What follows belongs to an exercise in optimizing a design on an open flow for small area; a production flow would make more cautious choices.
The RTL was checked by simulation tests, not by an equivalence proof against the original design.

Design marlin_codec, start of the top module:
module marlin_codec (
    input  wire        clk,
    input  wire        rst,
    input  wire        rx_valid,
    input  wire [7:0]  rx_byte,
    output wire        rx_result,
    output reg  [3:0]  rx_status,
    output wire [1:0]  msg_kind,
    output wire [15:0] msg_addr,
    output wire [7:0]  msg_bytelen,
    input  wire [7:0]  msg_idx,
    output wire [15:0] msg_word,
    input  wire        tx_req_valid,
    output wire        tx_req_ready,
    input  wire [1:0]  tx_cmd,
    input  wire [15:0] tx_addr,
    input  wire [1:0]  tx_ptype,
    input  wire [31:0] tx_data,
    input  wire        tx_wide,
    input  wire        tx_signed,
    input  wire [8:0]  tx_text_len,
    output wire [7:0]  txt_idx,
    input  wire [7:0]  txt_byte,
    output wire        tx_out_valid,
    input  wire        tx_out_ready,
    output reg  [7:0]  tx_out_byte,
    output reg  [1:0]  tx_status
);
    localparam [7:0] H1     = 8'h5A;
    localparam [7:0] H2     = 8'hA5;
    localparam [7:0] OK0    = 8'h4F;
    localparam [7:0] OK1    = 8'h4B;
    localparam [3:0] ST_IDLE         = 4'd0;
    localparam [3:0] ST_ACCUM        = 4'd1;
    localparam [3:0] ST_NOISE        = 4'd2;
    localparam [3:0] ST_DROP_HEADER  = 4'd3;
    localparam [3:0] ST_DROP_LENGTH  = 4'd4;
    localparam [3:0] ST_ACK          = 4'd5;
    localparam [3:0] ST_DROP_FIELDS  = 4'd6;
    localparam [3:0] ST_DROP_COMMAND = 4'd7;
    localparam [3:0] ST_MSG          = 4'd8;
    localparam [1:0] CL_WRITE = 2'd0;    
    localparam [1:0] CL_RVAR  = 2'd1;
    localparam [1:0] CL_RREG  = 2'd2;
    localparam [1:0] CL_OTHER = 2'd3;
    localparam [1:0] TS_IDLE   = 2'd0;
    localparam [1:0] TS_SENT   = 2'd1;
    localparam [1:0] TS_NOOP   = 2'd2;
    localparam [1:0] TS_REJECT = 2'd3;
    localparam [1:0] CMD_WREG = 2'd0;
    localparam [1:0] CMD_RREG = 2'd1;
    localparam [1:0] CMD_WVAR = 2'd2;
    localparam [1:0] CMD_RVAR = 2'd3;
  ...
==> flow/config.mk <==
export PLATFORM = sky130hd
export DESIGN_NAME = marlin_codec
export DESIGN_NICKNAME = marlin_codec
export VERILOG_FILES = /design/flow/design.v
export SDC_FILE = /design/flow/constraint.sdc
export NUM_CORES = 4
export LEC_CHECK = 0
export CAP_MARGIN = 0
export CORE_MARGIN = 2
export CORE_UTILIZATION = 62
export PLACE_DENSITY = 0.75
export SLEW_MARGIN = 0
export SYNTH_HIERARCHICAL = 1
==> flow/constraint.sdc <==
create_clock -name core_clock -period 20.0 [get_ports {clk}]
set_input_delay 4.0000 -clock core_clock [delete_from_list [all_inputs] [get_ports {clk}]]
set_output_delay 4.0000 -clock core_clock [all_outputs]
set_load 0.01 [all_outputs]
standard.sh (not shown) runs the stock make flow with config.mk's settings and CLKGATE_MAP_FILE= SYNTH_SCRIPT=/design/flow/synth_recipe.tcl, a recipe that flattens the netlist after the stock synthesis.
==> flow/flow/run.sh <==
#!/bin/bash
# Standard ORFS layout with small port buffers and a clock tree without dummy loads.
set -euo pipefail
export BUFFER_PORTS_ARGS="-buffer_cell sky130_fd_sc_hd__buf_1"
export CTS_ARGS="-sink_clustering_enable -repair_clock_nets -dont_use_dummy_load -buf_list sky130_fd_sc_hd__clkbuf_16 -sink_clustering_size 30 -sink_clustering_max_diameter 80"
bash standard.sh > standard.log 2>&1
Change:
--- a/flow/flow/run.sh
+++ b/flow/flow/run.sh
@@ -3,4 +3,5 @@
 set -euo pipefail
 export BUFFER_PORTS_ARGS="-buffer_cell sky130_fd_sc_hd__buf_1"
+export REMOVE_ABC_BUFFERS=1
 export CTS_ARGS="-sink_clustering_enable -repair_clock_nets -dont_use_dummy_load -buf_list sky130_fd_sc_hd__clkbuf_16 -sink_clustering_size 30 -sink_clustering_max_diameter 80"
 bash standard.sh > standard.log 2>&1
CAP_MARGIN = 10   (was 0)
SLEW_MARGIN = 10   (was 0)
Result:
- die area stays the same
- final area hardly moves
- clock skew rises by 0.023 ns
- synthesized area is unchanged

-- separate check: timing with driven ports --
The flow's constraints put no driver on any port. The routed layouts listed below were extracted and timed again, unchanged, in two steps. Step 1 sets driving cells, clkbuf_16 on the clock port and buf_2 on the other inputs (assumed; they add their load-dependent delay and slew). Step 2 times the ports against the registers' clock, not the clock port: input delays grow and output delays shrink by t, the midpoint of the rising clock arrivals with the driver on. Three values: ideal, step 1, step 2; two values: the first two.
run | t, ns | slack for setup (ns) | worst data-port slew with drivers (ns)
the first run | 0.641 | 7.466 / 7.382 / 7.382 | 0.08
the second run | 0.632 | 7.517 / 7.489 / 7.489 | 0.05
After both steps setup and hold are still met in every run listed. The setup slack of the first run, which loses most, moves by -0.084 ns with the drivers and by -0.084 ns with both steps.
